This design comes from an exercise in tuning for small area, a short achievable clock period and few clock cycles on the open sky130 flow, not from production work.
The RTL was checked by simulation tests, not by an equivalence proof against the original design.
Power figures rest on the tool's default switching activity, not on a simulated workload.

==> design.v <==
module plc_core (
    input  wire        clk,
    input  wire        rst,
    input  wire        scan_start,
    input  wire [15:0] raw_di,
    output wire        busy,
    output reg         done,
    output reg  [15:0] raw_do,
    output reg  [15:0] imem_addr,
    input  wire [31:0] imem_rdata,
    input  wire        host_valid,
    input  wire [3:0]  host_op,
    input  wire [7:0]  host_idx,
    input  wire        host_val,
    output reg  [63:0] host_rdata,
    output reg         host_bad
);
    localparam OP_LD = 4'h0, OP_AND = 4'h1, OP_OR = 4'h2, OP_ANDN = 4'h3, OP_ORN = 4'h4,
               OP_ST = 4'h5, OP_SET = 4'h6, OP_RST = 4'h7, OP_JMP = 4'h8;
    localparam K_DI = 4'h0, K_RE = 4'h1, K_FE = 4'h2, K_DO = 4'h3, K_AI = 4'h4,
               K_AO = 4'h5, K_M = 4'h6, K_MR = 4'h7, K_T = 4'h8;
    localparam [3:0] E_NONE = 4'd0, E_OPERAND = 4'd3, E_INDEX = 4'd4, E_COIL = 4'd5,
                     E_OPERATOR = 4'd6, E_PROG = 4'd9;
    localparam [1:0] ST_STOPPED = 2'd0, ST_RUNNING = 2'd1, ST_TERM = 2'd2;
    localparam H_START = 4'd0, H_STOP = 4'd1, H_SHUTDOWN = 4'd2, H_FORCE_DI = 4'd3,
               H_UNFORCE_DI = 4'd4, H_FORCE_DO = 4'd5, H_UNFORCE_DO = 4'd6,
               H_IS_IN_FORCED = 4'd7, H_IS_OUT_FORCED = 4'd8, H_READ_CSR = 4'd9,
               H_READ_SNAP = 4'd10;
    localparam [2:0] PH_IDLE = 3'd0, PH_EXEC = 3'd1, PH_TICK = 3'd2, PH_ENC = 3'd3, PH_STEP = 3'd4;
    localparam [1:0] FK_NONE = 2'd0, FK_INS = 2'd1, FK_DESC = 2'd2, FK_NR = 2'd3;
    localparam [1:0] NS_NONE = 2'd0, NS_NEED = 2'd1, NS_PEND = 2'd2, NS_VALID = 2'd3;
    localparam [2:0] VC_M0 = 3'd0, VC_M1 = 3'd1, VC_M2 = 3'd2, VC_7 = 3'd3,
                     VC_0 = 3'd4, VC_1 = 3'd5;
    localparam [63:0] M0_INIT = 64'd0, M1_INIT = 64'd3, M2_INIT = 64'hFFFF_FFFF_FFFF_FFFE;
    reg [2:0]  ph;
    reg        busy_r;
    reg        dl_pend;           
    reg        ticked;
    reg [15:0] di_i, di_re, di_fe;
    reg [15:0] do_q, do_setf, do_resetf;
    reg [63:0] m0, m1, m2;        
    reg [63:0] p_m0, p_m1, p_m2;  
    reg [2:0]  m_nz;              
    reg [2:0]  m_pulse, m_edge, m_setf, m_resetf;
    reg [2:0]  t0v;               
    reg        t1c;               
    reg [1:0]  t1v;
    reg [1:0]  t2c, t2v;          
    reg [3:0]  t_q, t_start;      
    reg [1:0]  b1c;               
    reg [1:0]  b_q;
    reg [15:0] fmi, fvi, fmo, fvo;
    reg [15:0] p_do_q;
    reg [2:0]  p_m_pulse;
    reg [3:0]  p_t_start;
    reg [1:0]  p_state;
    reg [3:0]  p_err;
    reg [1:0]  state;
    reg        shutdown_req;
    reg [3:0]  err;
    reg [15:0] err_rung;
    reg [15:0] err_pc;
    reg [31:0] err_word;
    reg [4:0]  delta;
    reg [1:0]  f_kind;            
    reg [1:0]  r_kind;            
    reg [15:0] f_addr;            
    reg [15:0] f_rem;             
    reg        f_first;           
    reg        f_on;              
    reg        f_next;            
    reg [31:0] ir;
    reg        ir_v;
    reg        p_ld, p_ldm, p_comb, p_st_do, p_st_m, p_sr_do, p_sr_m, p_sr_t, p_jmp;
    reg        p_needacc, p_bad, p_sr_m3, p_hi;
    reg [3:0]  p_serr;
    reg [15:0] n_base, n_len, n_idx;
    reg [1:0]  n_st;
    reg        n_wrap;            
    reg        nr_v, nr_pend;
    reg [15:0] n_rung;
    reg [15:0] e_base, e_len, ri, pc1;   
    reg        e_last;            
    reg        f_last;            
    reg [6:0]  steps;
    reg        e_on;
    reg        acc_e;             
    reg [2:0]  acc_c;             
    reg        acc_t;             
    assign busy = busy_r;
    wire running    = (ph == PH_EXEC);
    wire acc_scan   = ~busy_r & scan_start;
    wire term_or_sd = (state == ST_TERM) | shutdown_req;
    wire accept_run = acc_scan & ~term_or_sd & (state == ST_RUNNING);
    wire [3:0]  d_op = imem_rdata[31:28];
    wire [3:0]  d_kd = imem_rdata[27:24];
    wire        d_lt16 = (imem_rdata[23:4] == 20'd0);
    wire        d_lt4  = d_lt16 & ~imem_rdata[3] & ~imem_rdata[2];
    wire        d_i3   = (imem_rdata[1:0] == 2'd3);
    wire        d_st   = (d_op == OP_ST);
    wire        d_sr   = (d_op == OP_SET) | (d_op == OP_RST);
    wire        d_kdo  = (d_kd == K_DO);
    wire        d_km   = (d_kd == K_M);
    wire        d_kt   = (d_kd == K_T);
    wire        d_st_adm = d_kdo | (d_kd == K_AO) | d_km | (d_kd == K_MR);
    wire        d_sr_adm = d_st_adm | d_kt;
    reg         d_ibad;
    always @(*) begin
        case (d_kd)
            K_DI, K_RE, K_FE, K_DO: d_ibad = ~d_lt16;
            K_M, K_T:               d_ibad = ~d_lt4;
            default:                d_ibad = 1'b1;
        endcase
    end
    reg [3:0] d_serr;
    always @(*) begin
        d_serr = E_NONE;
        if (d_op > OP_JMP)                      d_serr = E_OPERATOR;
        else if (d_op == OP_JMP) begin
            if (d_kd != 4'h0)                   d_serr = E_OPERAND;
        end else begin
            if (d_kd > K_T)                     d_serr = E_OPERAND;
            else if (d_st && !d_st_adm)         d_serr = E_COIL;
            else if (d_sr && !d_sr_adm)         d_serr = E_COIL;
            else if (d_ibad)                    d_serr = E_INDEX;
        end
    end
    wire [3:0]  kd  = ir[27:24];
    wire [23:0] ix  = ir[23:0];
    wire [3:0]  s4  = ix[3:0];
    wire [1:0]  s2  = ix[1:0];
    wire        op_set = ~ir[28];   
    reg opnd;
    always @(*) begin
        case (kd)
            K_DI:    opnd = di_i[s4];
            K_RE:    opnd = di_re[s4];
            K_FE:    opnd = di_fe[s4];
            K_DO:    opnd = do_q[s4];
            K_M:     opnd = (s2 == 2'd3) ? 1'b1 : m_nz[s2];
            default: opnd = t_q[s2];
        endcase
    end
    reg [2:0] opnd_c;             
    always @(*) begin
        case (s2)
            2'd0:    opnd_c = VC_M0;
            2'd1:    opnd_c = VC_M1;
            2'd2:    opnd_c = VC_M2;
            default: opnd_c = VC_7;
        endcase
    end
    reg comb_r;
    always @(*) begin
        case (ir[29:28])
            2'b01:   comb_r = acc_t &  opnd;    
            2'b10:   comb_r = acc_t |  opnd;    
            2'b11:   comb_r = acc_t & ~opnd;    
            default: comb_r = acc_t | ~opnd;    
        endcase
    end
    wire        tgt_bad  = p_hi | (ix[15:0] >= e_len);
    wire        wr_ok    = ~steps[6] & ~p_bad & ~(p_needacc & acc_e) & ~(p_sr_m3 & acc_t);
    wire        ex_ok    = wr_ok & ~(p_jmp & tgt_bad);
    reg [3:0] ex_err;
    always @(*) begin
        if (steps[6])                    ex_err = E_PROG;
        else if (p_serr != E_NONE)       ex_err = p_serr;
        else if (p_jmp & tgt_bad)        ex_err = E_PROG;
        else if (p_needacc & acc_e)      ex_err = E_PROG;
        else                             ex_err = E_OPERAND;    
    end
    wire ex_fire  = running & e_on & ir_v;
    wire exok     = ex_fire & ex_ok;
    wire wr_en    = ex_fire & wr_ok;
    wire ex_flush = ex_fire & ~ex_ok;
    wire taken    = p_jmp & acc_t;
    wire [15:0] tgt_inc  = ix[15:0] + 16'd1;
    wire redirect = ex_fire & taken & (ix[15:0] != pc1);
    wire rung_end = ex_fire & ~taken & e_last;
    wire need_nx  = rung_end | (running & ~e_on);
    wire n_valid  = (n_st == NS_VALID);
    wire ex_switch = (need_nx & n_valid & ~n_wrap) | (accept_run & n_valid);
    wire ex_end   = ((exok & ~taken & e_last) | (running & ~e_on))
                    & ((n_st == NS_NONE) | n_wrap);
    wire [15:0] jt_addr = e_base + ix[15:0];
    function [63:0] resolve;
        input [2:0]  c;
        input [63:0] v0, v1, v2;
        case (c)
            VC_M0:   resolve = v0;
            VC_M1:   resolve = v1;
            VC_M2:   resolve = v2;
            VC_7:    resolve = 64'd7;
            VC_1:    resolve = 64'd1;
            default: resolve = 64'd0;
        endcase
    endfunction
    wire        is_tick = (ph == PH_TICK);
    wire [2:0]  m_step  = {3{is_tick}} & m_pulse & ~p_m_pulse;
    wire [63:0] acc_val = resolve(acc_c, m0, m1, m2);
    wire        f_more   = f_on & ~f_last;
    wire        wrapf    = f_next & n_wrap;
    wire        seq_ok   = f_more & (~wrapf | f_first | accept_run);
    wire        start_ok = ~f_more & ~f_next & n_valid;
    wire        rd_desc  = (r_kind == FK_DESC);
    wire        rd_len_nz = (imem_rdata[15:0] != 16'd0);
    wire        byp_ok   = rd_desc & ~f_more & ~f_next;    
    wire        desc_ok  = (n_st == NS_NEED) & ~n_wrap;
    wire        prep_ok  = (n_st == NS_NEED) & n_wrap;
    wire        ir_free  = ~ir_v | ex_fire;
    wire [15:0] n_idx_inc = n_idx + 16'd1;
    wire        n_idx_last = (n_idx_inc == n_rung);
    wire [4:0] delta_new = {(state != p_state) | (err != p_err),
                            ticked | (t_start != p_t_start),
                            (m0 != p_m0) | (m1 != p_m1) | (m2 != p_m2),
                            (do_q != p_do_q),
                            |(di_re | di_fe)};
    wire [4:0] delta_vis = dl_pend ? delta_new : delta;
    wire        h_snap = (host_op == H_READ_SNAP);
    wire        h_csr  = (host_op == H_READ_CSR);
    wire        h_lo   = (host_idx[7:4] == 4'd0);
    wire        i_0x   = (host_idx[7:3] == 5'b00000);
    wire        i_1x   = (host_idx[7:2] == 6'b000100);
    wire        i_2x   = (host_idx[7:3] == 5'b00100);
    wire        i_3x   = (host_idx[7:1] == 7'b0011000);
    wire [2:0]  il     = host_idx[2:0];
    wire s_di   = h_snap & i_0x & (il == 3'd0);
    wire s_do   = h_snap & i_0x & (il == 3'd1);
    wire s_frc  = h_snap & i_0x & (il == 3'd2);
    wire s_cnt  = h_snap & i_0x & (il == 3'd3);
    wire s_tim  = h_snap & i_0x & (il == 3'd4);
    wire s_m0   = h_snap & i_1x & (il[1:0] == 2'd0);
    wire s_m1   = h_snap & i_1x & (il[1:0] == 2'd1);
    wire s_m2   = h_snap & i_1x & (il[1:0] == 2'd2);
    wire s_m3   = h_snap & i_1x & (il[1:0] == 2'd3);
    wire s_t0v  = h_snap & i_2x & (il == 3'd0);
    wire s_t1v  = h_snap & i_2x & (il == 3'd1);
    wire s_t2v  = h_snap & i_2x & (il == 3'd2);
    wire s_t1cc = h_snap & (host_idx == 8'h29);
    wire s_t2cc = h_snap & (host_idx == 8'h2A);
    wire s_b1c  = h_snap & (host_idx == 8'h31);
    wire c_st   = h_csr & i_0x & (il == 3'd0);
    wire c_rung = h_csr & i_0x & (il == 3'd1);
    wire c_pc   = h_csr & i_0x & (il == 3'd2);
    wire c_word = h_csr & i_0x & (il == 3'd3);
    wire c_dl   = h_csr & i_0x & (il == 3'd4);
    wire q_i    = (host_op == H_IS_IN_FORCED) & h_lo;
    wire q_o    = (host_op == H_IS_OUT_FORCED) & h_lo;
    wire [63:0] h_data =
          ({64{s_m0}} & m0) | ({64{s_m1}} & m1) | ({64{s_m2}} & m2)
        | ({64{s_frc}} & {fvo, fmo, fvi, fmi})
        | {16'd0, ({16{s_di}} & di_fe) | ({16{s_do}} & do_resetf),
                  ({16{s_di}} & di_re) | ({16{s_do}} & do_setf) | ({16{c_word}} & err_word[31:16]),
                  ({16{s_di}} & di_i)  | ({16{s_do}} & do_q)    | ({16{c_word}} & err_word[15:0])
                                       | ({16{c_rung}} & err_rung) | ({16{c_pc}} & err_pc)}
        | {46'd0, {2{s_tim}} & b_q, 16'd0}
        | {52'd0, {12{s_cnt}} & {m_resetf[2], m_setf[2], m_edge[2], m_pulse[2],
                                 m_resetf[1], m_setf[1], m_edge[1], m_pulse[1],
                                 m_resetf[0], m_setf[0], m_edge[0], m_pulse[0]}}
        | {56'd0, {8{s_tim}} & {t_start[3], t_q[3], t_start[2], t_q[2],
                                t_start[1], t_q[1], t_start[0], t_q[0]}}
        | {61'd0, {3{s_m3}} & 3'd7}
        | {61'd0, {3{s_t0v}} & t0v}
        | {62'd0, ({2{s_t1v}} & t1v) | ({2{s_t2v}} & t2v) | ({2{s_t2cc}} & t2c) | ({2{s_b1c}} & b1c)}
        | {63'd0, s_t1cc & t1c}
        | {52'd0, {12{c_st}} & {err, 5'd0, shutdown_req, state}}
        | {59'd0, {5{c_dl}} & delta_vis}
        | {63'd0, (q_i & fmi[host_idx[3:0]]) | (q_o & fmo[host_idx[3:0]])};
    wire snap_ok2 = i_0x & (il <= 3'd4) | i_1x | (host_idx[7:2] == 6'b001000)
                  | (host_idx[7:2] == 6'b001010) | i_3x;
    wire h_bad = (host_op >= 4'd11)
               | ((host_op >= H_FORCE_DI) & (host_op <= H_IS_OUT_FORCED) & ~h_lo)
               | (h_csr & ~(i_0x & (il <= 3'd4)))
               | (h_snap & ~snap_ok2);
    wire [15:0] di_val = (fmi & fvi) | (~fmi & raw_di);
    wire [15:0] do_enc = (fmo & fvo) | (~fmo & do_q);
    always @(posedge clk) begin
        if (rst) begin
            ph           <= PH_IDLE;
            busy_r       <= 1'b0;
            dl_pend      <= 1'b0;
            ticked       <= 1'b0;
            done         <= 1'b0;
            raw_do       <= 16'd0;
            di_i         <= 16'd0;
            di_re        <= 16'd0;
            di_fe        <= 16'd0;
            do_q         <= 16'd0;
            do_setf      <= 16'd0;
            do_resetf    <= 16'd0;
            m0           <= M0_INIT;
            m1           <= M1_INIT;
            m2           <= M2_INIT;
            p_m0         <= M0_INIT;
            p_m1         <= M1_INIT;
            p_m2         <= M2_INIT;
            m_nz         <= 3'b110;
            m_pulse      <= 3'd0;
            m_edge       <= 3'd0;
            m_setf       <= 3'd0;
            m_resetf     <= 3'd0;
            t0v          <= 3'd0;
            t1c          <= 1'b0;
            t1v          <= 2'd0;
            t2c          <= 2'd0;
            t2v          <= 2'd0;
            t_q          <= 4'd0;
            t_start      <= 4'd0;
            b1c          <= 2'd0;
            b_q          <= 2'd0;
            fmi          <= 16'd0;
            fvi          <= 16'd0;
            fmo          <= 16'd0;
            fvo          <= 16'd0;
            p_do_q       <= 16'd0;
            p_m_pulse    <= 3'd0;
            p_t_start    <= 4'd0;
            p_state      <= ST_STOPPED;
            p_err        <= E_NONE;
            state        <= ST_STOPPED;
            shutdown_req <= 1'b0;
            err          <= E_NONE;
            err_rung     <= 16'd0;
            err_pc       <= 16'd0;
            err_word     <= 32'd0;
            delta        <= 5'd0;
            f_kind       <= FK_NONE;
            r_kind       <= FK_NONE;
            f_on         <= 1'b0;
            f_next       <= 1'b0;
            ir_v         <= 1'b0;
            n_idx        <= 16'd0;
            n_st         <= NS_PEND;
            n_wrap       <= 1'b1;
            nr_v         <= 1'b0;
            nr_pend      <= 1'b0;
            steps        <= 7'd0;
            e_on         <= 1'b0;
            acc_e        <= 1'b1;
            acc_t        <= 1'b0;
        end else begin
            done <= 1'b0;
            dl_pend <= 1'b0;
            if (dl_pend) begin
                delta     <= delta_new;
                p_do_q    <= do_q;
                p_m_pulse <= m_pulse;
                p_t_start <= t_start;
                p_state   <= state;
                p_err     <= err;
                m_nz      <= {|m2, |m1, |m0};
                p_m0      <= m0;
                p_m1      <= m1;
                p_m2      <= m2;
            end
            if (acc_scan) begin
                if (state == ST_TERM) begin
                    done <= 1'b1;
                end else if (shutdown_req) begin
                    state <= ST_TERM;
                    done  <= 1'b1;
                end else begin
                    do_setf   <= 16'd0;
                    do_resetf <= 16'd0;
                    m_setf    <= 3'd0;
                    m_resetf  <= 3'd0;
                    di_i      <= di_val;
                    di_re     <= di_val & ~di_i;
                    di_fe     <= ~di_val & di_i;
                    if (state == ST_RUNNING) begin
                        ph     <= PH_EXEC;
                        busy_r <= 1'b1;
                        e_on   <= 1'b0;
                    end else begin
                        raw_do  <= do_enc;
                        ticked  <= 1'b0;
                        done    <= 1'b1;
                        dl_pend <= 1'b1;
                    end
                end
            end else if (~busy_r & host_valid) begin
                case (host_op)
                    H_START:    if (state == ST_STOPPED) begin state <= ST_RUNNING; err <= E_NONE; end
                    H_STOP:     if (state == ST_RUNNING) state <= ST_STOPPED;
                    H_SHUTDOWN: if (state != ST_TERM) shutdown_req <= 1'b1;
                    H_FORCE_DI, H_UNFORCE_DI: begin
                        if (host_idx[7:4] != 4'd0) begin end
                        else if (state != ST_TERM) begin
                            fmi[host_idx[3:0]] <= (host_op == H_FORCE_DI);
                            fvi[host_idx[3:0]] <= (host_op == H_FORCE_DI) && host_val;
                        end
                    end
                    H_FORCE_DO, H_UNFORCE_DO: begin
                        if (host_idx[7:4] != 4'd0) begin end
                        else if (state != ST_TERM) begin
                            fmo[host_idx[3:0]] <= (host_op == H_FORCE_DO);
                            fvo[host_idx[3:0]] <= (host_op == H_FORCE_DO) && host_val;
                        end
                    end
                    H_IS_IN_FORCED: begin
                        if (host_idx[7:4] != 4'd0) begin end
                    end
                    H_IS_OUT_FORCED: begin
                        if (host_idx[7:4] != 4'd0) begin end
                    end
                    H_READ_CSR: begin
                    end
                    H_READ_SNAP: begin
                    end
                endcase
            end
            if (ex_flush) begin
                err      <= ex_err;
                err_rung <= ri;
                err_pc   <= pc1 - 16'd1;
                err_word <= ir;
                state    <= ST_STOPPED;
                e_on     <= 1'b0;
                ph       <= PH_ENC;
            end
            if (ex_fire)
                steps <= steps + 7'd1;
            if (wr_en) begin
                if (p_ld) begin
                    acc_e <= 1'b0;
                    acc_t <= opnd;
                end
                if (p_comb) begin
                    acc_t <= comb_r;
                end
                if (p_st_do)
                    do_q[s4] <= acc_t;
                if (p_st_m) begin
                    case (s2)
                        2'd0:    m0 <= acc_val;
                        2'd1:    m1 <= acc_val;
                        default: m2 <= acc_val;
                    endcase
                    m_nz[s2] <= acc_t;
                end
                if (p_sr_do && acc_t) begin
                    do_q[s4] <= op_set;
                    if (op_set) do_setf[s4]   <= 1'b1;
                    else        do_resetf[s4] <= 1'b1;
                end
                if (p_sr_m && acc_t) begin
                    m_pulse[s2] <= op_set;
                    if (op_set) m_setf[s2]   <= 1'b1;
                    else        m_resetf[s2] <= 1'b1;
                end
                if (p_sr_t && acc_t)
                    t_start[s2] <= op_set;
            end
            if (ex_switch) begin
                steps   <= 7'd0;
                e_on    <= 1'b1;
                acc_e   <= 1'b1;
                acc_t   <= 1'b0;
            end else if (rung_end) begin
                e_on    <= 1'b0;
            end
            if (ex_end) begin
                ph <= PH_TICK;
                e_on <= 1'b0;
            end
            if (is_tick) begin
                if (m_step[0]) m0 <= m0 + 64'd1;
                if (m_step[1]) m1 <= m1 - 64'd1;
                if (m_step[2]) m2 <= m2 + 64'd1;
            end
            if (ph == PH_TICK || ph == PH_ENC) begin
                raw_do  <= do_enc;
                done    <= 1'b1;
                dl_pend <= 1'b1;
                busy_r  <= 1'b0;
                ph      <= PH_IDLE;
                ticked  <= is_tick;
            end
            if (is_tick) begin
                if (!t_start[0]) begin t0v <= 3'd0; t_q[0] <= 1'b0; end
                else if (t0v >= 3'd5) t_q[0] <= 1'b1;
                else begin
                    t0v <= t0v + 3'd1;
                    if (t0v + 3'd1 >= 3'd5) t_q[0] <= 1'b1;
                end
                if (!t_start[1]) begin t1c <= 1'b0; t1v <= 2'd0; t_q[1] <= 1'b0; end
                else if (t1v >= 2'd3) t_q[1] <= 1'b1;
                else if (t1c) begin
                    t1c <= 1'b0;
                    t1v <= t1v + 2'd1;
                    if (t1v + 2'd1 >= 2'd3) t_q[1] <= 1'b1;
                end else
                    t1c <= 1'b1;
                if (!t_start[2]) begin t2c <= 2'd0; t2v <= 2'd0; t_q[2] <= 1'b0; end
                else if (t2v >= 2'd2) t_q[2] <= 1'b1;
                else if (t2c == 2'd2) begin
                    t2c <= 2'd0;
                    t2v <= t2v + 2'd1;
                    if (t2v + 2'd1 >= 2'd2) t_q[2] <= 1'b1;
                end else
                    t2c <= t2c + 2'd1;
                t_q[3] <= t_start[3];
                b_q[0] <= ~b_q[0];
                if (b1c == 2'd2) begin b_q[1] <= ~b_q[1]; b1c <= 2'd0; end
                else b1c <= b1c + 2'd1;
                m_edge <= m_step;
            end
            if (r_kind == FK_NR) begin
                nr_v    <= 1'b1;
                nr_pend <= 1'b0;
                n_idx   <= 16'd0;
                n_st    <= (imem_rdata[15:0] == 16'd0) ? NS_NONE : NS_NEED;
            end else if (rd_desc) begin
                if (rd_len_nz) begin
                    n_st   <= NS_VALID;
                end else if (n_idx_last) begin
                    n_st   <= NS_NONE;
                end else begin
                    n_idx  <= n_idx_inc;
                    n_st   <= NS_NEED;
                end
            end else if (ex_switch) begin
                n_idx  <= n_idx_inc;
                n_st   <= n_idx_last ? NS_NONE : NS_NEED;
                n_wrap <= 1'b0;
            end else if (n_st == NS_NONE && !n_wrap) begin
                n_idx  <= 16'd0;
                n_wrap <= 1'b1;
                n_st   <= (n_rung == 16'd0) ? NS_NONE : NS_NEED;
            end
            if (accept_run && !n_valid) n_wrap <= 1'b0;
            if (ir_free) begin
                ir_v      <= (r_kind == FK_INS);
            end
            r_kind <= (r_kind == FK_INS && !ir_free) ? r_kind : f_kind;
            f_kind <= FK_NONE;
            if (ex_switch) f_next <= 1'b0;
            if (ex_flush) begin
                ir_v    <= 1'b0;
                r_kind  <= FK_NONE;
                f_on    <= 1'b0;
                f_next  <= 1'b0;
                n_idx   <= 16'd0;
                n_wrap  <= 1'b1;
                n_st    <= (n_rung == 16'd0) ? NS_NONE : NS_NEED;
            end else if (redirect) begin
                ir_v      <= 1'b0;
                r_kind    <= (f_kind == FK_INS) ? FK_NONE : f_kind;
                f_kind    <= FK_INS;
                f_on      <= 1'b1;
                f_next    <= 1'b0;
            end else if (desc_ok) begin
                f_kind    <= FK_DESC;
                n_st      <= NS_PEND;
            end else if (seq_ok) begin
                f_kind    <= FK_INS;
            end else if (byp_ok) begin
                if (rd_len_nz) begin
                    f_kind    <= FK_INS;
                    f_on      <= 1'b1;
                    f_next    <= 1'b1;
                end
            end else if (start_ok) begin
                f_kind    <= FK_INS;
                f_on      <= 1'b1;
                f_next    <= ~ex_switch;
            end else if (prep_ok) begin
                f_kind    <= FK_DESC;
                n_st      <= NS_PEND;
            end else if (!nr_v && !nr_pend) begin
                f_kind    <= FK_NR;
                nr_pend   <= 1'b1;
            end
        end
    end
    always @(posedge clk) begin
        host_rdata <= h_data;
        host_bad   <= h_bad;
        if (ex_fire) begin
            pc1    <= taken ? tgt_inc : pc1 + 16'd1;
            e_last <= taken ? (tgt_inc == e_len) : (pc1 + 16'd1 == e_len);
            if (p_ld)   acc_c <= p_ldm ? opnd_c : (opnd ? VC_1 : VC_0);
            if (p_comb) acc_c <= comb_r ? VC_1 : VC_0;
        end
        if (ex_switch) begin
            e_base <= n_base;
            e_len  <= n_len;
            ri     <= n_idx;
            pc1    <= 16'd1;
            e_last <= (n_len == 16'd1);
        end
        if (r_kind == FK_NR)
            n_rung <= imem_rdata[15:0];
        if (rd_desc) begin
            n_base <= imem_rdata[31:16];
            n_len  <= imem_rdata[15:0];
        end
        if (ir_free) begin
            ir        <= imem_rdata;
            p_ld      <= (d_op == OP_LD);
            p_ldm     <= (d_op == OP_LD) & d_km;
            p_jmp     <= (d_op == OP_JMP);
            p_comb    <= (d_op >= OP_AND) & (d_op <= OP_ORN);
            p_st_do   <= d_st & d_kdo;
            p_st_m    <= d_st & d_km;
            p_sr_do   <= d_sr & d_kdo;
            p_sr_m    <= d_sr & d_km & ~d_i3;
            p_sr_t    <= d_sr & d_kt;
            p_needacc <= (d_op != OP_LD);
            p_serr    <= d_serr;
            p_bad     <= (d_serr != E_NONE) | (d_st & d_km & d_i3);
            p_sr_m3   <= d_sr & d_km & d_i3;
            p_hi      <= (imem_rdata[23:16] != 8'd0);
        end
        if (redirect) begin
            imem_addr <= jt_addr;
            f_addr    <= jt_addr;
            f_rem     <= e_len + ~ix[15:0];
            f_first   <= (ix[15:0] == 16'd0);
            f_last    <= (tgt_inc == e_len);
        end else if (desc_ok) begin
            imem_addr <= n_idx_inc;
        end else if (seq_ok) begin
            imem_addr <= f_addr + 16'd1;
            f_addr    <= f_addr + 16'd1;
            f_rem     <= f_rem - 16'd1;
            f_first   <= 1'b0;
            f_last    <= (f_rem == 16'd1);
        end else if (byp_ok) begin
            imem_addr <= imem_rdata[31:16];
            f_addr    <= imem_rdata[31:16];
            f_rem     <= imem_rdata[15:0] - 16'd1;
            f_first   <= 1'b1;
            f_last    <= (imem_rdata[15:1] == 15'd0);    
        end else if (start_ok) begin
            imem_addr <= n_base;
            f_addr    <= n_base;
            f_rem     <= n_len - 16'd1;
            f_first   <= 1'b1;
            f_last    <= (n_len == 16'd1);
        end else if (prep_ok) begin
            imem_addr <= n_idx_inc;
        end else if (!nr_v && !nr_pend) begin
            imem_addr <= 16'd0;
        end
    end
endmodule
==> flow/run.sh <==
#!/bin/bash
set -euo pipefail
MARGIN=$(cat flow/margin.txt)
bash standard.sh synth > synth.log 2>&1
bash standard.sh SETUP_SLACK_MARGIN=$MARGIN finish > layout.log 2>&1
==> flow/margin.txt <==
6.5
==> standard.sh <==
#!/bin/bash
# synth_recipe.tcl (not shown) runs the flow's synth.tcl, then flattens the netlist and writes it again
# the make line also repeats each setting of config.mk as NAME=value (left out here)
make -C /OpenROAD-flow-scripts/flow DESIGN_CONFIG=/design/flow/config.mk WORK_HOME=/design/flow/orfs CLKGATE_MAP_FILE= SYNTH_SCRIPT=/design/flow/synth_recipe.tcl "${@:-finish}"
==> config.mk <==
export PLATFORM = sky130hd
export DESIGN_NAME = plc_core
export DESIGN_NICKNAME = plc_core
export VERILOG_FILES = /design/flow/design.v
export SDC_FILE = /design/flow/constraint.sdc
export NUM_CORES = 4
export LEC_CHECK = 0
export CAP_MARGIN = 20
export CORE_MARGIN = 2
export CORE_UTILIZATION = 40
export PLACE_DENSITY = 0.6
export SLEW_MARGIN = 20
==> constraint.sdc <==
create_clock -name core_clock -period 10.0 [get_ports {clk}]
set_input_delay 2.0000 -clock core_clock [delete_from_list [all_inputs] [get_ports {clk}]]
set_output_delay 2.0000 -clock core_clock [all_outputs]
set_load 0.01 [all_outputs]
==> results by group, run 1 <==
Global route
  • Top Usage Layer GRT: met2
  • Grt ovf: 0
  • GR met2 Demand/Resource: 54.9%
  • Largest net degree at the start of global routing: 201
  • First-pass GRT wire length: 374000 µm
  • GRT met1 Usage: 46.2%
  • Initial antenna violation count: 12
  • Vias in the first global route: 50038
  • M3 GR Usage: 7.57%
  • GRT Total Usage: 36.4%

Logic synthesis
  • Adder-cell area share of the yosys netlist: 1.90%
  • Syn_nets: 6739
  • Largest cells by area after synthesis: dfxtp_1 (30%), edfxtp_1 (11%), mux2i_1 (5.9%)
  • Synth area leader: dfxtp_1
  • EDFF count, synth: 198
  • Distinct cell type count after synthesis: 98
  • Synth Area in Compound Gates: 19.6%
  • Top FF cell, synth: dfxtp_1
  • Post-synth top cells: dfxtp_1 (827), nor2_1 (772), nand2_1 (665), clkbuf_1 (473), a21oi_1 (431)
  • Synthesis warning total: 1
  • Proportion of synthesized area in mux cells: 6.67%
  • Register area share after synthesis: 40.7%
  • Cells after Synth: 6591
  • Post-synthesis register bit count: 1025
  • Post-synth top area share: 29.9%
  • Simple logic cell fraction of the synthesized area: 20.4%
  • Mapped Area: 0.0553 mm²
  • Xor/xnor share of the synthesized area: 5.50%
  • Async set-or-reset flop fraction in the synthesized netlist: 0%
  • Largest family of logic cells by synthesized area: simple AND/OR/NAND/NOR gates
  • Syn avg cell area: 8.40 µm²
  • Most common cell in the netlist: dfxtp_1

Clock network
  • CTS tree: built
  • CTS Root Cell: clkbuf_16
  • Max Buffers Root-to-Sink: 3
  • CTS Buf Count: 113
  • Skew-Pair Late Insertion Delay: 760 ps
  • Clk slew on worst S/H paths: 60 ps
  • H-Tree Depth: 3
  • Clock Sinks: 1025

Placed design
  • I/O Buffers: 163
  • Gpl congestion: 1.02
  • Post-place setup slack: 4510 ps
  • Placed Cells incl. Taps: 8166
  • DP Wirelength: 191000 µm

Flow run
  • Max Cap Viol: 0

Outcome
  • Run status: complete, no violations

Detailed routing
  • Post-DRT Antenna Nets: 0
  • Drt drc: 0
  • Drt first-iter violations: 8003
  • Vias per cell: 6.47
  • Via count: 54939
  • Routed wire per std cell: 31.5 µm
  • Final WL: 268000 µm
  • First-pass iteration count of the detailed router: 8

Final layout
  • Nets: 6749
  • Synth-to-Final Area Change: 17.8%
  • Ratio of cells with drive above 1 in the final layout: 12.7%
  • Fin cells: 8496

Critical path
  • Worst EP required: 10590 ps
  • Crit path launch type: input port
  • Worst EP arrival: 4130 ps
  • Critical path peak fanout: 200
  • Crit end category: flip-flop
  • Setup CP Type: in2reg

STA
  • Tmin final: 3530 ps
  • FMAX: 283 MHz
  • Final Slew Violations: 0
  • Period Utilization, post-route: 35.3%
  • Final critical-path setup slack: 6470 ps
  • Max-slew headroom: 15.8%
  • Final setup fails: 0
  • RSZ-0062 raised after global routing: yes
  • Worst Tran Pin Value: 1260 ps
  • Clock skew: 31.6 ps
  • Fin. Hold Viols: 0
  • Setup_tns: 0 ps

Power and ir drop
  • Pwr dens: 157 mW/mm²
  • Max VDD drop: 0.153 mV
  • Leak pwr: 0.0243 µW

Die
  • Die Wd: 376 µm
  • Initial Util: 40.3%
  • Die area: 0.141 mm²
  • Total I/O pin count: 164
  • Core area: 0.137 mm²
  • Die Height: 376 µm
  • Row count: 136

Min path
  • Worst Hold Class: reg2reg
==> area by class of cell <==
| cell class | count | area, µm² |
|---|---|---|
| Fill cell | 13201 | 72200 |
| Multi-Input combinational cell | 4810 | 31300 |
| Sequential cell | 1025 | 22600 |
| Timing Repair Buffer | 472 | 4300 |
| Clock buffer | 163 | 3340 |
| Tap cell | 1794 | 2240 |
| Inverter | 178 | 731 |
| Clock inverter | 47 | 648 |
| Antenna cell | 6 | 15.0 |
| Timing Repair inverter | 1 | 11.3 |
==> logic make-up (layout without fill, tap and decap cells) <==
| kind of cell | after synthesis | count (layout) |
|---|---|---|
| buffers and inverters | 762 | 861 |
| multiplexers | 351 | 351 |
| adder cells (fa/ha/maj) | 83 | 83 |
| AO/OA/AOI/OAI | 1637 | 1637 |
| XOR/XNOR | 338 | 338 |
| other | 0 | 6 |
| flip-flops | 1025 | 1025 |
| AND/OR/NAND/NOR | 2395 | 2401 |
==> routing by layer <==
layer	vias up	share of wire, %
li1	23982	-
met1	26528	38
met2	3511	43
met3	906	10
met4	12	8.9
met5	-	0.027
==> path summary, 6_finish.rpt <==
path / from / to / cells past startpoint / slack, ps
max reg2reg: m2[0] / m2[41] / 8 / 6490
min reg2reg: n_base[12] / e_base[12] / 0 / 450
min: n_base[12] / e_base[12] / 0 / 450
max: rst / p_do_q[4] / 4 / 6470
==> critical path, stage by stage <==
cell,delay [ps]
buf_8,400
buf_8,500
buf_16,520
nor2_1,120
==> timing repair <==
action / in CTS / in global routing
setup buffers: 52 / 48
pin swaps: 19 / 19
hold buffers: 0 / 0
gates resized for setup: 341 / 97
setup endpoints to repair: 791 / 421
cloned: 10 / 4
==> flip-flops by register name, indices dropped and copies added (netlist names), 32 cells and up <==
register	flops
m2	64
host_rdata	64
p_m0	64
m1	64
m0	64
p_m1	64
ir	32
err_word	32
p_m2	64
==> where the power goes <==
| group | switching (µW) | internal (µW) | total [µW] | leakage [µW] |
|---|---|---|---|---|
| Clock | 1910 | 2640 | 4540 | 0.00197 |
| Sequential | 151 | 4380 | 4540 | 0.00857 |
| Combinational | 747 | 406 | 1150 | 0.0137 |
==> cell usage in the layout, fill, tap and decap left out, drive strengths merged, types with 198 or more instances in the layout <==
cell type  count
edfxtp       198
dfxtp        827
o21ai        313
buf          310
nand2        665
nand3        200
mux2i        325
a21oi        431
nor2         774
a22oi        201
==> through the flow <==
step / area [µm²] / power [µW] / utilization, % / hold WS (ps)
global route: 65200 / 10500 / 47.4 / 474
floorplan: 56400 / 5250 / - / 403
CTS: 64400 / 10200 / 46.9 / 455
detailed placement: 59300 / 5700 / 43.2 / 440
global placement: 59300 / 5700 / 43.2 / 436
finish: 65200 / 10200 / 47.5 / 454
Testbench counts, summed over its fixed seeds: cycles 110,462.
==> run 2: changes to the inputs <==
--- a/config.mk
+++ b/config.mk
@@ -7,6 +7,6 @@
 export LEC_CHECK = 0
 export CAP_MARGIN = 20
 export CORE_MARGIN = 2
-export CORE_UTILIZATION = 40
-export PLACE_DENSITY = 0.6
+export CORE_UTILIZATION = 60
+export PLACE_DENSITY = 0.75
 export SLEW_MARGIN = 20
==> results by group, run 2 <==
Logic synthesis
  • Most common cell in the netlist: dfxtp_1
  • Top FF cell, synth: dfxtp_1
  • Synthesis warning total: 1
  • Synth area leader: dfxtp_1
  • EDFF count, synth: 198
  • Mapped Area: 0.0553 mm²
  • Distinct cell type count after synthesis: 98
  • Register area share after synthesis: 40.7%
  • Largest cells by area after synthesis: dfxtp_1 (30%), edfxtp_1 (11%), mux2i_1 (5.9%)
  • Async set-or-reset flop fraction in the synthesized netlist: 0%
  • Post-synthesis register bit count: 1025
  • Post-synth top area share: 29.9%
  • Cells after Synth: 6591
  • Syn avg cell area: 8.40 µm²
  • Post-synth top cells: dfxtp_1 (827), nor2_1 (772), nand2_1 (665), clkbuf_1 (473), a21oi_1 (431)
  • Syn_nets: 6739

Final layout
  • Commonest non-fill, non-tap cell in the layout: dfxtp_1
  • Nets: 6695
  • Ratio of cells with drive above 1 in the final layout: 12.0%
  • Synth-to-Final Area Change: 15.5%
  • Most frequent cells in the layout: dfxtp_1 (786), nor2_1 (751), nand2_1 (654), a21oi_1 (429), mux2i_1 (325)

Detailed routing
  • Via count: 57217
  • Routed wire per std cell: 33.3 µm
  • Drt first-iter violations: 9939
  • Drt drc: 0
  • Vias per cell: 7.29
  • Post-DRT Antenna Nets: 0
  • First-pass iteration count of the detailed router: 13
  • Final WL: 261000 µm

Die
  • Total I/O pin count: 164
  • Row count: 111
  • Core area: 0.0915 mm²
  • Initial Util: 60.5%
  • Die Height: 308 µm
  • Die Wd: 308 µm
  • Die area: 0.0947 mm²

Min path
  • Hold EP: err_word[1]
  • Worst hold stages: 2
  • Worst Hold Class: reg2reg
  • Hold Path Origin: err_word[1]

Clock network
  • CTS Buf Count: 108
  • CTS Hold Bufs: 0
  • Skew-Pair Late Insertion Delay: 750 ps
  • Max Buffers Root-to-Sink: 3
  • CTS tree: built
  • CTS Root Cell: clkbuf_16
  • Clock Sinks: 1025
  • Clk slew on worst S/H paths: 60 ps
  • H-Tree Depth: 3

STA
  • Tmin final: 3610 ps
  • Final critical-path setup slack: 6390 ps
  • Max-slew headroom: 8.86%
  • Period Utilization, post-route: 36.1%
  • Final Slew Violations: 0
  • Final setup fails: 0
  • Clock skew: 38.2 ps
  • RSZ-0062 raised after global routing: yes
  • Worst Tran Pin Value: 1350 ps
  • Setup_tns: 0 ps
  • Fin. Hold Viols: 0
  • FMAX: 277 MHz

Placed design
  • DP Wirelength: 182000 µm
  • Post-place setup slack: 4570 ps
  • I/O Buffers: 163
  • Gpl congestion: 1.07

Power and ir drop
  • Leak pwr: 0.0240 µW
  • Total power: 10200 µW
  • Pwr dens: 159 mW/mm²
  • Max VDD drop: 0.167 mV

Critical path
  • Critical path peak fanout: 44
  • Worst path max stage delay: 1170 ps
  • Crit path max-delay family: simple AND/OR/NAND/NOR gates
  • WP buf/inv: 1
  • Reg2Reg Setup Slack: 6390 ps
  • Setup CP Type: reg2reg
  • Worst EP required: 10570 ps
  • Worst EP arrival: 4180 ps
  • R2r endpoint: m_nz[2]
  • Crit path launch type: flip-flop
  • Reg2Reg Launch Point: dl_pend
  • Crit end category: flip-flop
  • Worst path cell trace: buf_4 > nor4b_1 > nand4_1 > nor4_1 > o21ai_0
  • Slowest cell on crit path: nor4_1
  • Reg2reg path depth: 5

Global route
  • First-pass GRT wire length: 368000 µm
  • Grt ovf: 0
  • Initial antenna violation count: 32
  • Largest net degree at the start of global routing: 158
  • GRT Total Usage: 53.3%
  • Vias in the first global route: 52237

Outcome
  • Run status: complete, no violations

Flow run
  • Max Cap Viol: 0
## run 2: repair_timing
item                                    CTS  global route
resized for setup                       345           114
endpoints found under the setup margin  730           295
gates cloned                             10             7
pin swaps                                25            27
buffers inserted                         49            29
## run 2: per-layer routing
layer  global-route usage (%)  vias to the layer above  part of all wire (%)
met5                        0                        -                 0.099
met4                     52.4                       22                    12
met3                     19.4                     1551                    14
met2                     75.9                     5050                    40
met1                     60.8                    26724                    33
li1                         -                    23870                     -
## run 2: power breakdown
group | total, µW | leakage [µW] | internal [µW] | switching (µW)
Combinational | 1160 | 0.0135 | 400 | 763
Clock | 4480 | 0.00189 | 2640 | 1840
Sequential | 4540 | 0.00857 | 4390 | 156
Total | 10200 | 0.0240 | 7430 | 2760
## run 2: through the flow
step,utilization (%),instances,hold WS [ps],area (µm²)
2_1_floorplan,-,6591,403,56400
3_3_place_gp,63.7,7527,436,58300
3_5_place_dp,63.7,7528,441,58300
4_1_cts,69.1,7788,455,63300
5_1_grt,69.8,7824,466,63900
6_report,69.8,7844,458,63900
## run 2: worst register-to-register path, delay by kind of cell, from the launching register on
kind                   cells  cell delay (ps)
AO/OA/AOI/OAI              1              220
buffers and inverters      1              820
flip-flops                 1              610
AND/OR/NAND/NOR            3             1800
## run 2: worst max-delay path by stage
stage,from,slack (ps),depth (start not counted),to
final,dl_pend,6390,5,m_nz[2]
after global routing,m0[8],6430,10,m0[61]
after CTS,imem_rdata[3],6490,8,n_idx[5]
after detailed placement,host_op[3],4570,8,host_rdata[28]
after global placement,host_op[3],4620,8,host_rdata[47]
after floorplan,host_op[0],6080,10,host_rdata[29]
## run 2: logic make-up (layout without fill, tap and decap cells)
family	count (synthesis)	in the layout	synth area share [%]
buffers and inverters	762	805	5.30
AO/OA/AOI/OAI	1637	1637	19.6
multiplexers	351	351	6.67
flip-flops	1025	1025	40.7
XOR/XNOR	338	338	5.50
other	0	20	0
AND/OR/NAND/NOR	2395	2399	20.4
adder cells (fa/ha/maj)	83	83	1.90
## run 2: final cells by class
cell class / count / area (µm²)
timing repair buffer: 425 / 3920
sequential: 1025 / 22600
fill: 7231 / 27600
clock inverter: 59 / 838
inverter: 178 / 731
tap: 1186 / 1480
antenna: 20 / 50.0
timing repair inverter: 1 / 11.3
multi-input combinational: 4808 / 31300
clock buffer: 142 / 3050
==> run 3: changes to the inputs <==
--- a/design.v
+++ b/design.v
@@ -79,6 +79,9 @@
     reg        n_wrap;            
     reg        nr_v, nr_pend;
     reg [15:0] n_rung;
+    reg [9:0]  cb [0:7];
+    reg [3:0]  cl [0:7];
+    reg [7:0]  cv;
     reg [15:0] e_base, e_len, ri, pc1;   
     reg        e_last;            
     reg        f_last;            
@@ -159,7 +162,9 @@
             default: comb_r = acc_t | ~opnd;    
         endcase
     end
-    wire        tgt_bad  = p_hi | (ix[15:0] >= e_len);
+    wire [16:0] tgt_rem  = {1'b0, e_len} + {1'b0, ~ix[15:0]};
+    wire        tgt_bad  = p_hi | ~tgt_rem[16];
+    wire        tgt_last = (tgt_rem[15:0] == 16'd0);
     wire        wr_ok    = ~steps[6] & ~p_bad & ~(p_needacc & acc_e) & ~(p_sr_m3 & acc_t);
     wire        ex_ok    = wr_ok & ~(p_jmp & tgt_bad);
     reg [3:0] ex_err;
@@ -206,8 +211,14 @@
     wire        rd_desc  = (r_kind == FK_DESC);
     wire        rd_len_nz = (imem_rdata[15:0] != 16'd0);
     wire        byp_ok   = rd_desc & ~f_more & ~f_next;    
-    wire        desc_ok  = (n_st == NS_NEED) & ~n_wrap;
-    wire        prep_ok  = (n_st == NS_NEED) & n_wrap;
+    wire        c_hit    = (n_idx[15:3] == 13'd0) & cv[n_idx[2:0]];
+    wire [9:0]  c_base   = cb[n_idx[2:0]];
+    wire [3:0]  c_len    = cl[n_idx[2:0]];
+    wire        c_fill   = rd_desc & (n_idx[15:3] == 13'd0)
+                           & (imem_rdata[31:26] == 6'd0) & (imem_rdata[15:4] == 12'd0);
+    wire        n_need   = (n_st == NS_NEED);
+    wire        desc_ok  = n_need & ~c_hit & ~n_wrap;
+    wire        prep_ok  = n_need & ~c_hit & n_wrap;
     wire        ir_free  = ~ir_v | ex_fire;
     wire [15:0] n_idx_inc = n_idx + 16'd1;
     wire        n_idx_last = (n_idx_inc == n_rung);
@@ -334,6 +345,7 @@
             n_st         <= NS_PEND;
             n_wrap       <= 1'b1;
             nr_v         <= 1'b0;
+            cv           <= 8'd0;
             nr_pend      <= 1'b0;
             steps        <= 7'd0;
             e_on         <= 1'b0;
@@ -524,12 +536,22 @@
                 n_idx  <= n_idx_inc;
                 n_st   <= n_idx_last ? NS_NONE : NS_NEED;
                 n_wrap <= 1'b0;
+            end else if (n_need && c_hit) begin
+                if (c_len != 4'd0) begin
+                    n_st   <= NS_VALID;
+                end else if (n_idx_last) begin
+                    n_st   <= NS_NONE;
+                end else begin
+                    n_idx  <= n_idx_inc;
+                    n_st   <= NS_NEED;
+                end
             end else if (n_st == NS_NONE && !n_wrap) begin
                 n_idx  <= 16'd0;
                 n_wrap <= 1'b1;
                 n_st   <= (n_rung == 16'd0) ? NS_NONE : NS_NEED;
             end
             if (accept_run && !n_valid) n_wrap <= 1'b0;
+            if (c_fill) cv[n_idx[2:0]] <= 1'b1;
             if (ir_free) begin
                 ir_v      <= (r_kind == FK_INS);
             end
@@ -579,7 +601,7 @@
         host_bad   <= h_bad;
         if (ex_fire) begin
             pc1    <= taken ? tgt_inc : pc1 + 16'd1;
-            e_last <= taken ? (tgt_inc == e_len) : (pc1 + 16'd1 == e_len);
+            e_last <= taken ? tgt_last : (pc1 + 16'd1 == e_len);
             if (p_ld)   acc_c <= p_ldm ? opnd_c : (opnd ? VC_1 : VC_0);
             if (p_comb) acc_c <= comb_r ? VC_1 : VC_0;
         end
@@ -595,6 +617,13 @@
         if (rd_desc) begin
             n_base <= imem_rdata[31:16];
             n_len  <= imem_rdata[15:0];
+        end else if (n_need) begin
+            n_base <= {6'd0, c_base};
+            n_len  <= {12'd0, c_len};
+        end
+        if (c_fill) begin
+            cb[n_idx[2:0]] <= imem_rdata[25:16];
+            cl[n_idx[2:0]] <= imem_rdata[3:0];
         end
         if (ir_free) begin
             ir        <= imem_rdata;
@@ -616,9 +645,9 @@
         if (redirect) begin
             imem_addr <= jt_addr;
             f_addr    <= jt_addr;
-            f_rem     <= e_len + ~ix[15:0];
+            f_rem     <= tgt_rem[15:0];
             f_first   <= (ix[15:0] == 16'd0);
-            f_last    <= (tgt_inc == e_len);
+            f_last    <= tgt_last;
         end else if (desc_ok) begin
             imem_addr <= n_idx_inc;
         end else if (seq_ok) begin
--- a/config.mk
+++ b/config.mk
@@ -8,5 +8,7 @@
 export CAP_MARGIN = 20
 export CORE_MARGIN = 2
 export CORE_UTILIZATION = 60
+export CTS_CLUSTER_DIAMETER = 60
+export CTS_CLUSTER_SIZE = 25
 export PLACE_DENSITY = 0.75
 export SLEW_MARGIN = 20
==> results by group, run 3 <==
Critical path
  • Crit end category: flip-flop
  • Worst path max stage delay: 680 ps
  • Worst path cell trace: xor2_1 > nor4_4 > nand4_1 > nor3_2 > nand3_1 > nor4_1 > nand2_1 > o22ai_2 > o21ai_1
  • Critical path peak fanout: 8
  • Worst EP arrival: 4210 ps
  • Worst EP required: 10580 ps
  • Setup CP Type: reg2reg
  • Slowest cell on crit path: dfxtp_1
  • Crit path launch type: flip-flop

Power and ir drop
  • Pwr dens: 157 mW/mm²
  • Max VDD drop: 0.284 mV
  • Total power: 10900 µW
  • Leak pwr: 0.0257 µW

Detailed routing
  • Post-DRT Antenna Nets: 0
  • Drt drc: 0
  • Final WL: 264000 µm
  • Routed wire per std cell: 32.2 µm
  • Drt first-iter violations: 9892
  • Via count: 58677
  • Vias per cell: 7.17
  • First-pass iteration count of the detailed router: 8

Placed design
  • I/O Buffers: 163
  • Gpl congestion: 1.06
  • DP Wirelength: 174000 µm
  • Post-place setup slack: 4390 ps

STA
  • Fin. Hold Viols: 0
  • Period Utilization, post-route: 36.3%
  • Final critical-path setup slack: 6370 ps
  • FMAX: 275 MHz
  • Setup_tns: 0 ps
  • Final Slew Violations: 0
  • Clock skew: 35.1 ps
  • Tmin final: 3630 ps
  • RSZ-0062 raised after global routing: yes
  • Final setup fails: 0
  • Max-slew headroom: 17.4%
  • Worst Tran Pin Value: 1240 ps

Clock network
  • Clock Sinks: 1148
  • CTS Buf Count: 105
  • Max Buffers Root-to-Sink: 3
  • CTS Root Cell: clkbuf_16
  • CTS tree: built
  • Clk slew on worst S/H paths: 70 ps
  • Skew-Pair Late Insertion Delay: 740 ps
  • CTS Hold Bufs: 0
  • H-Tree Depth: 3

Logic synthesis
  • Synthesis warning total: 1
  • Distinct cell type count after synthesis: 96
  • Syn_nets: 6939
  • Largest cells by area after synthesis: dfxtp_1 (28%), edfxtp_1 (16%), mux2i_1 (5.6%)
  • Post-synth top cells: dfxtp_1 (838), nor2_1 (814), nand2_1 (678), clkbuf_1 (490), a21oi_1 (472)
  • Async set-or-reset flop fraction in the synthesized netlist: 0%
  • Cells after Synth: 6800
  • EDFF count, synth: 310
  • Synth area leader: dfxtp_1
  • Most common cell in the netlist: dfxtp_1
  • Post-synthesis register bit count: 1148
  • Syn avg cell area: 8.78 µm²
  • Mapped Area: 0.0597 mm²
  • Register area share after synthesis: 43.7%
  • Top FF cell, synth: dfxtp_1
  • Post-synth top area share: 28.1%

Global route
  • GRT met1 Usage: 60.0%
  • Grt ovf: 0
  • GRT Total Usage: 49.4%
  • First-pass GRT wire length: 372000 µm
  • M3 GR Usage: 14.4%
  • Vias in the first global route: 53665
  • Initial antenna violation count: 20
  • Top Usage Layer GRT: met2
  • GR met2 Demand/Resource: 72.5%
  • Largest net degree at the start of global routing: 128

Final layout
  • Commonest non-fill, non-tap cell in the layout: nor2_1
  • Fill cell count: 7581
  • Ratio of cells with drive above 1 in the final layout: 14.3%
  • Nets: 6939
  • Largest register FFs: 80
  • Post-layout util: 70.6%
  • Most frequent cells in the layout: nor2_1 (783), dfxtp_1 (778), nand2_1 (655), a21oi_1 (458), mux2i_1 (331)
  • Synth-to-Final Area Change: 16.6%
  • Area of the multi-input gates: 0.0325 mm²
  • Storage cell area: 0.0262 mm²

Die
  • Die Wd: 319 µm
  • Core area: 0.0986 mm²
  • Total I/O pin count: 164
  • Die Height: 319 µm
  • Row count: 115
  • Initial Util: 60.6%
  • Die area: 0.102 mm²

Flow run
  • Max Cap Viol: 0

Outcome
  • Run status: complete, no violations

Min path
  • Worst Hold Class: reg2reg
## run 3: cell types whose count changed after synthesis, sizes merged, moves of 25 or more
cell    change
nand3      +29
o211ai     -25
nor2       +40
edfxtp    +112
mux4       +30
a21oi      +41
## run 3: critical path: cells and delay by family (launching register included)
family,cells,cell delay (ps)
xor gates and xnor gates,1,200
and+or+nand+nor,6,1970
AOI/OAI and AO/OA,2,630
DFF,1,680
## run 3: stage by stage
step                      cells  hold slack [ps]  cell area [µm²]
after CTS                  8117              455            68500
after floorplan            6800              403            60900
after detailed placement   7813              447            62800
after global routing       8180              471            69600
final                      8189              456            69600
after global placement     7812              439            62800
## run 3: cell type report
cell class	instances	area share [%]
timing repair buffer	476	6.68
clock buffer	108	3.82
timing repair inverter	2	0.0252
clock inverter	92	1.87
tap	1287	2.31
multi-input combinational	4909	46.7
inverter	158	0.931
antenna	9	0.0323
sequential	1148	37.6
## run 3: power breakdown
part	switching (µW)	internal, µW
sequential	169	4960
clock	2330	2280
combinational	770	441
total	3270	7680
## run 3: worst paths after layout
kind	to	startpoint	slack [ps]	cells after the start
setup reg to reg	host_rdata[2]	m2[55]	6370	9
hold / removal	err_word[1]	err_word[1]	460	2
setup / recovery	host_rdata[2]	m2[55]	6370	9
hold reg to reg	err_word[1]	err_word[1]	460	2
## run 3: per-layer routing
| metal | routed length [µm] | vias up |
|---|---|---|
| met3 | 35300 | 1430 |
| met4 | 28000 | 26 |
| met2 | 109000 | 4827 |
| li1 | - | 24804 |
| met1 | 90600 | 27590 |
| met5 | 197 | - |
## run 3: timing repair
action | CTS | global route
buffers inserted | 90 | 58
cloned | 14 | 5
gates resized for setup | 429 | 189
pin swaps | 45 | 50
setup endpoints to repair | 942 | 377
## run 3: cell families after synthesis
kind of cell | Yosys count | share of synthesized area (%)
AO/OA/AOI/OAI | 1643 | 18.1
XOR/XNOR | 330 | 5.00
adder cells (fa/ha/maj) | 74 | 1.58
buffers and inverters | 747 | 4.81
flip-flops | 1148 | 43.7
multiplexers | 402 | 7.69
AND/OR/NAND/NOR | 2456 | 19.2
Testbench counts of run 3, summed over its fixed seeds: cycles 99,523.
==> run 4: changes to the inputs <==
--- a/config.mk
+++ b/config.mk
@@ -7,8 +7,8 @@
 export LEC_CHECK = 0
 export CAP_MARGIN = 20
 export CORE_MARGIN = 2
-export CORE_UTILIZATION = 60
+export CORE_UTILIZATION = 50
 export CTS_CLUSTER_DIAMETER = 60
 export CTS_CLUSTER_SIZE = 25
-export PLACE_DENSITY = 0.75
+export PLACE_DENSITY = 0.7
 export SLEW_MARGIN = 20
==> results by group, run 4 <==
STA
  • Setup_tns: 0 ps
  • Worst Tran Pin Value: 1150 ps
  • Final Slew Violations: 0
  • RSZ-0062 raised after global routing: yes
  • FMAX: 284 MHz
  • Clock skew: 39.8 ps
  • Tmin final: 3520 ps
  • Period Utilization, post-route: 35.2%
  • Final setup fails: 0
  • Fin. Hold Viols: 0
  • Max-slew headroom: 23.0%

Final layout
  • Synth-to-Final Area Change: 16.1%
  • Nets: 6916
  • Post-layout util: 58.6%
  • Design Area, Final: 0.0693 mm²
  • Ratio of cells with drive above 1 in the final layout: 13.5%
  • Commonest non-fill, non-tap cell in the layout: dfxtp_1
  • Fin cells: 8413
  • Most frequent cells in the layout: dfxtp_1 (792), nor2_1 (783), nand2_1 (664), a21oi_1 (458), mux2i_1 (335)
  • Largest register FFs: 80

Flow run
  • Max Cap Viol: 0

Detailed routing
  • Routed wire per std cell: 30.0 µm
  • First-pass iteration count of the detailed router: 9
  • Final WL: 252000 µm
  • Drt first-iter violations: 9690
  • Vias per cell: 6.86
  • Drt drc: 0
  • Via count: 57730
  • Post-DRT Antenna Nets: 0

Logic synthesis
  • EDFF count, synth: 310
  • Largest family of logic cells by synthesized area: simple AND/OR/NAND/NOR gates
  • Register area share after synthesis: 43.7%
  • Proportion of synthesized area in mux cells: 7.69%
  • Async set-or-reset flop fraction in the synthesized netlist: 0%
  • Syn avg cell area: 8.78 µm²
  • Post-synthesis register bit count: 1148
  • Synth area leader: dfxtp_1
  • Most common cell in the netlist: dfxtp_1
  • Xor/xnor share of the synthesized area: 5.00%
  • Post-synth top cells: dfxtp_1 (838), nor2_1 (814), nand2_1 (678), clkbuf_1 (490), a21oi_1 (472)
  • Largest cells by area after synthesis: dfxtp_1 (28%), edfxtp_1 (16%), mux2i_1 (5.6%)
  • Synth Area in Compound Gates: 18.1%
  • Syn_nets: 6939
  • Post-synth top area share: 28.1%
  • Adder-cell area share of the yosys netlist: 1.58%
  • Synthesis warning total: 1
  • Top FF cell, synth: dfxtp_1
  • Simple logic cell fraction of the synthesized area: 19.2%
  • Mapped Area: 0.0597 mm²
  • Cells after Synth: 6800
  • Distinct cell type count after synthesis: 96

Die
  • Total I/O pin count: 164
  • Core area: 0.118 mm²
  • Die Height: 350 µm
  • Die area: 0.122 mm²
  • Initial Util: 50.5%
  • Row count: 126
  • Die Wd: 350 µm

Critical path
  • Critical path peak fanout: 15
  • Crit path launch type: input port
  • Worst path cell trace: buf_12 > inv_6 > ha_4 > nand3_4 > or4_4 > nor3_4 > nand2_2 > a21o_4 > a211o_4 > nor3_2 > a211o_1
  • Crit end category: flip-flop
  • Worst path max stage delay: 450 ps
  • Setup CP Type: in2reg
  • Reg2Reg Launch Point: m2[1]
  • Worst EP required: 10710 ps
  • Critical path launch point: imem_rdata[1]
  • Worst EP arrival: 4230 ps
  • Slowest cell on crit path: or4_4

Power and ir drop
  • Leak pwr: 0.0254 µW
  • Pwr dens: 155 mW/mm²
  • Max VDD drop: 0.223 mV
  • Total power: 10800 µW

Placed design
  • I/O Buffers: 163
  • Post-DP Area: 0.0632 mm²
  • Placed Cells incl. Taps: 8074
  • DP Wirelength: 171000 µm
  • Gpl congestion: 1.06

Global route
  • First-pass GRT wire length: 361000 µm
  • Largest net degree at the start of global routing: 204
  • Vias in the first global route: 52503
  • Grt ovf: 0
  • Initial antenna violation count: 13
  • GRT Total Usage: 39.8%

Clock network
  • Skew-Pair Late Insertion Delay: 780 ps
  • H-Tree Depth: 3
  • Clk slew on worst S/H paths: 70 ps
  • CTS Root Cell: clkbuf_16
  • Clock Sinks: 1148
  • CTS tree: built
  • CTS Hold Bufs: 0
  • CTS Buf Count: 107
  • Max Buffers Root-to-Sink: 3

Outcome
  • Run status: complete, no violations

Min path
  • Worst Hold Class: reg2reg
  • Hold Path Origin: err_word[1]
run 4: worst max-delay path, delay by kind of cell:
kind            cells  cell delay, ps
simple gates        5            1090
compound gates      3             770
buf+inv             2             200
fa+ha+maj           1             160
run 4: cells by family (layout without fill, tap and decap cells):
family	count (synthesis)	in the layout
buffers and inverters	747	812
muxes	402	402
and+or+nand+nor	2456	2459
other	0	8
xor gates and xnor gates	330	330
adders and majority gates	74	74
AOI/OAI and AO/OA	1643	1644
DFF	1148	1148
run 4: metal layers:
metal / wire [µm] / vias up / track usage [%]
met5: 158 / - / 0.471
met1: 89700 / 27350 / 48.9
met2: 104000 / 4423 / 57.8
met3: 33800 / 1177 / 13.4
li1: - / 24758 / -
met4: 24400 / 22 / 29.8
run 4: repair_timing:
item                                    4_1_cts  5_1_grt
gates resized for setup                     361      162
endpoints found under the setup margin      803      490
pin swaps                                    38       37
buffers inserted                             69       44
gates cloned                                 11        5
run 4: area by class of cell:
cell class	instances	area, µm²
fillers	10210	49000
multi-input cells	4909	32400
flip-flops and latches	1148	26200
repair buffers	451	4330
clock buffers	119	2800
well taps	1536	1920
clock inverters	82	1010
inverters	158	647
diodes	8	20.0
repair inverters	2	17.5
run 4: worst paths after layout:
check	to	slack, ps	cells after the start
worst max-delay path	n_idx[11]	6480	11
worst min-delay path	err_word[1]	460	2
worst max register to register	m2[63]	6480	9
worst min register to register	err_word[1]	460	2
run 4: stage by stage:
| step | hold WS [ps] | worst slack, ps |
|---|---|---|
| finish | 456 | 6480 |
| global route | 474 | 6420 |
| CTS | 455 | 6480 |
| detailed placement | 447 | 4380 |
| global placement | 439 | 4540 |
| floorplan | 403 | 5950 |
run 4: report_power, final:
group	internal, µW	switching, µW	leakage [µW]
combinational	409	725	0.0138
clock	2290	2210	0.00185
sequential	4960	160	0.00970
total	7650	3100	0.0254
==> run 5: changes to the inputs <==
--- a/design.v
+++ b/design.v
@@ -210,7 +210,6 @@
     wire        start_ok = ~f_more & ~f_next & n_valid;
     wire        rd_desc  = (r_kind == FK_DESC);
     wire        rd_len_nz = (imem_rdata[15:0] != 16'd0);
-    wire        byp_ok   = rd_desc & ~f_more & ~f_next;    
     wire        c_hit    = (n_idx[15:3] == 13'd0) & cv[n_idx[2:0]];
     wire [9:0]  c_base   = cb[n_idx[2:0]];
     wire [3:0]  c_len    = cl[n_idx[2:0]];
@@ -577,12 +576,6 @@
                 n_st      <= NS_PEND;
             end else if (seq_ok) begin
                 f_kind    <= FK_INS;
-            end else if (byp_ok) begin
-                if (rd_len_nz) begin
-                    f_kind    <= FK_INS;
-                    f_on      <= 1'b1;
-                    f_next    <= 1'b1;
-                end
             end else if (start_ok) begin
                 f_kind    <= FK_INS;
                 f_on      <= 1'b1;
@@ -656,12 +649,6 @@
             f_rem     <= f_rem - 16'd1;
             f_first   <= 1'b0;
             f_last    <= (f_rem == 16'd1);
-        end else if (byp_ok) begin
-            imem_addr <= imem_rdata[31:16];
-            f_addr    <= imem_rdata[31:16];
-            f_rem     <= imem_rdata[15:0] - 16'd1;
-            f_first   <= 1'b1;
-            f_last    <= (imem_rdata[15:1] == 15'd0);    
         end else if (start_ok) begin
             imem_addr <= n_base;
             f_addr    <= n_base;
==> results by group, run 5 <==
Power and ir drop
  • Pwr dens: 155 mW/mm²
  • Leak pwr: 0.0258 µW
  • Max VDD drop: 0.171 mV
  • Total power: 10700 µW

Logic synthesis
  • Distinct cell type count after synthesis: 105
  • Syn avg cell area: 8.78 µm²
  • Syn_nets: 6884
  • Register area share after synthesis: 44.0%
  • Async set-or-reset flop fraction in the synthesized netlist: 0%
  • EDFF count, synth: 310
  • Largest cells by area after synthesis: dfxtp_1 (28%), edfxtp_1 (16%), mux2i_1 (5.8%)
  • Cells after Synth: 6747
  • Synth area leader: dfxtp_1
  • Most common cell in the netlist: nor2_1
  • Post-synth top area share: 28.3%
  • Post-synthesis register bit count: 1148
  • Mapped Area: 0.0592 mm²
  • Top FF cell, synth: dfxtp_1
  • Synthesis warning total: 1
  • Post-synth top cells: nor2_1 (848), dfxtp_1 (838), nand2_1 (658), clkbuf_1 (499), a21oi_1 (433)

Final layout
  • Fill cell count: 10207
  • Ratio of cells with drive above 1 in the final layout: 13.4%
  • Commonest non-fill, non-tap cell in the layout: nor2_1
  • Largest register FFs: 80
  • Synth-to-Final Area Change: 16.8%
  • Nets: 6891
  • Design Area, Final: 0.0692 mm²
  • Most frequent cells in the layout: nor2_1 (817), dfxtp_1 (784), nand2_1 (647), a21oi_1 (426), mux2i_1 (342)

Global route
  • Top Usage Layer GRT: met2
  • GRT Total Usage: 41.5%
  • Largest net degree at the start of global routing: 177
  • GRT met1 Usage: 52.3%
  • First-pass GRT wire length: 370000 µm
  • Grt ovf: 0
  • Initial antenna violation count: 17
  • Vias in the first global route: 52009
  • GR met2 Demand/Resource: 61.3%
  • M3 GR Usage: 10.7%

Die
  • Die area: 0.121 mm²
  • Die Wd: 348 µm
  • Core area: 0.118 mm²
  • Initial Util: 50.3%
  • Row count: 126
  • Die Height: 348 µm
  • Total I/O pin count: 164

Placed design
  • Gpl congestion: 1.05
  • Post-place setup slack: 4290 ps
  • DP Wirelength: 181000 µm
  • I/O Buffers: 163
  • Post-DP Area: 0.0625 mm²

Clock network
  • H-Tree Depth: 3
  • Max Buffers Root-to-Sink: 3
  • CTS Buf Count: 110
  • Clk slew on worst S/H paths: 80 ps
  • CTS Root Cell: clkbuf_16
  • CTS tree: built
  • Skew-Pair Late Insertion Delay: 770 ps
  • Clock Sinks: 1148

Detailed routing
  • Drt first-iter violations: 9681
  • Post-DRT Antenna Nets: 0
  • Drt drc: 0
  • First-pass iteration count of the detailed router: 11
  • Vias per cell: 6.81
  • Routed wire per std cell: 31.2 µm
  • Final WL: 262000 µm
  • Via count: 57183

Critical path
  • Worst path max stage delay: 500 ps
  • Crit end category: flip-flop
  • Worst EP required: 10610 ps
  • Worst path cell trace: ha_4 > fa_2 > a21oi_2 > o211a_1 > o31ai_4 > a311oi_2 > xnor2_1 > or4b_4 > nor4bb_4 > nor2_1 > a21oi_1
  • Reg2Reg Launch Point: e_len[0]
  • Reg2Reg Setup Slack: 6400 ps
  • Reg2reg path depth: 11
  • Setup CP Type: reg2reg
  • Crit path launch type: flip-flop
  • Slowest cell on crit path: or4b_4
  • Worst EP arrival: 4210 ps
  • Critical path launch point: e_len[0]
  • R2r endpoint: f_last
  • Critical path peak fanout: 3

STA
  • Worst Tran Pin Value: 1190 ps
  • Clock skew: 38.4 ps
  • RSZ-0062 raised after global routing: yes
  • Fin. Hold Viols: 0
  • Period Utilization, post-route: 36.0%
  • Final setup fails: 0
  • FMAX: 278 MHz
  • Setup_tns: 0 ps
  • Max-slew headroom: 20.1%
  • Final critical-path setup slack: 6400 ps
  • Final Slew Violations: 0
  • Tmin final: 3600 ps

Min path
  • Hold EP: err_word[28]
  • Hold Path Origin: err_word[28]
  • Worst hold stages: 2
  • Worst Hold Class: reg2reg

Outcome
  • Run status: complete, no violations

Flow run
  • Max Cap Viol: 0
==> run 5: cell count changes after synthesis, sizes merged, moves of 14 or more <==
cell,before,now
xor2,195,172
a222oi,36,76
a22oi,224,164
a31oi,40,63
nand2,678,659
a21oi,472,433
nand4,84,98
nor2,814,850
nor3,180,158
xnor2,129,148
==> run 5: critical path: cells and delay by family, from the launching register on <==
kind / cells / cell delay [ps]
flops: 1 / 480
simple gates: 3 / 1000
xor+xnor: 1 / 190
fa+ha+maj: 2 / 630
compound gates: 5 / 1140
==> run 5: logic make-up (layout without fill, tap and decap cells) <==
family | Yosys count | count (layout) | share of synthesized area (%)
compound gates | 1582 | 1582 | 17.7
xor+xnor | 321 | 321 | 4.78
fa+ha+maj | 72 | 72 | 1.55
buf+inv | 759 | 859 | 4.96
flops | 1148 | 1148 | 44.0
mux | 400 | 400 | 7.68
other cells | 0 | 8 | 0
simple gates | 2465 | 2468 | 19.3
==> run 5: power breakdown <==
group | leakage, µW | switching, µW | internal (µW)
sequential | 0.00971 | 137 | 4910
clock | 0.00195 | 2350 | 2350
combinational | 0.0141 | 632 | 357
==> run 5: how the worst max path moves through the flow <==
stage	end	slack [ps]
3_5_place_dp	host_rdata[10]	4290
5_1_grt	e_last	6270
2_1_floorplan	host_rdata[43]	6120
6_report	f_last	6400
3_3_place_gp	host_rdata[10]	4330
4_1_cts	e_last	6430
==> run 5: cell type report <==
type | count | area (µm²) | area share, %
multi-input cells | 4843 | 31700 | 45.8
flip-flops and latches | 1148 | 26200 | 37.8
repair buffers | 490 | 4660 | 6.73
clock buffers | 116 | 2790 | 4.03
well taps | 1536 | 1920 | 2.78
clock inverters | 92 | 1290 | 1.87
inverters | 161 | 642 | 0.928
diodes | 8 | 20.0 | 0.0289
==> run 5: what timing repair did <==
action	4_1_cts	5_1_grt
pin swaps	45	40
gates cloned	11	2
setup endpoints to repair	980	478
resized for setup	371	136
setup buffers	87	39
hold buffers	0	0
hold endpoints to repair	0	0
==> run 5: routing by layer <==
layer / up-vias / part of all wire, %
li1: 24617 / -
met4: 14 / 9.5
met5: - / 0.033
met1: 27285 / 37
met3: 1119 / 12
met2: 4148 / 42
==> run 5: through the flow <==
stage | instances | hold WS [ps] | utilization, %
6_report | 8394 | 458 | 58.7
5_1_grt | 8387 | 468 | 58.7
4_1_cts | 8342 | 455 | 58.0
3_5_place_dp | 8036 | 442 | 53.1
3_3_place_gp | 8036 | 434 | 53.1
2_1_floorplan | 6747 | 403 | -
Testbench counts of run 5, summed over its fixed seeds: cycles 99,536.

[port drivers added, routing unchanged]
No port has a modelled driver above. Below, the same layouts with a new extraction and two added sets of constraints. Step 1, drivers: a clkbuf_16 drives clk and a buf_2 each remaining input, both assumed. Step 2 times the ports against the registers' clock, not the clock port: input delays grow and output delays shrink by t, the midpoint of the rising clock arrivals with the driver on. Three values: no drivers, after step 1, after step 2; two values: the first two.
run	t, ns	setup WS [ns]	slew at the worst register clock pin (ns)
run 1	0.833	6.466 / 6.432 / 5.661	0.07 / 0.07
run 2	0.811	6.391 / 6.391 / 5.728	0.07 / 0.07
run 3	0.801	6.370 / 6.370 / 5.657	0.10 / 0.10
run 4	0.831	6.476 / 6.406 / 5.637	0.10 / 0.10
run 5	0.833	6.401 / 6.401 / 5.609	0.09 / 0.09
After both steps every run listed still meets setup and hold. For run 4, which loses most, drivers alone change the setup slack by -0.070 ns; drivers and shift together by -0.839 ns.
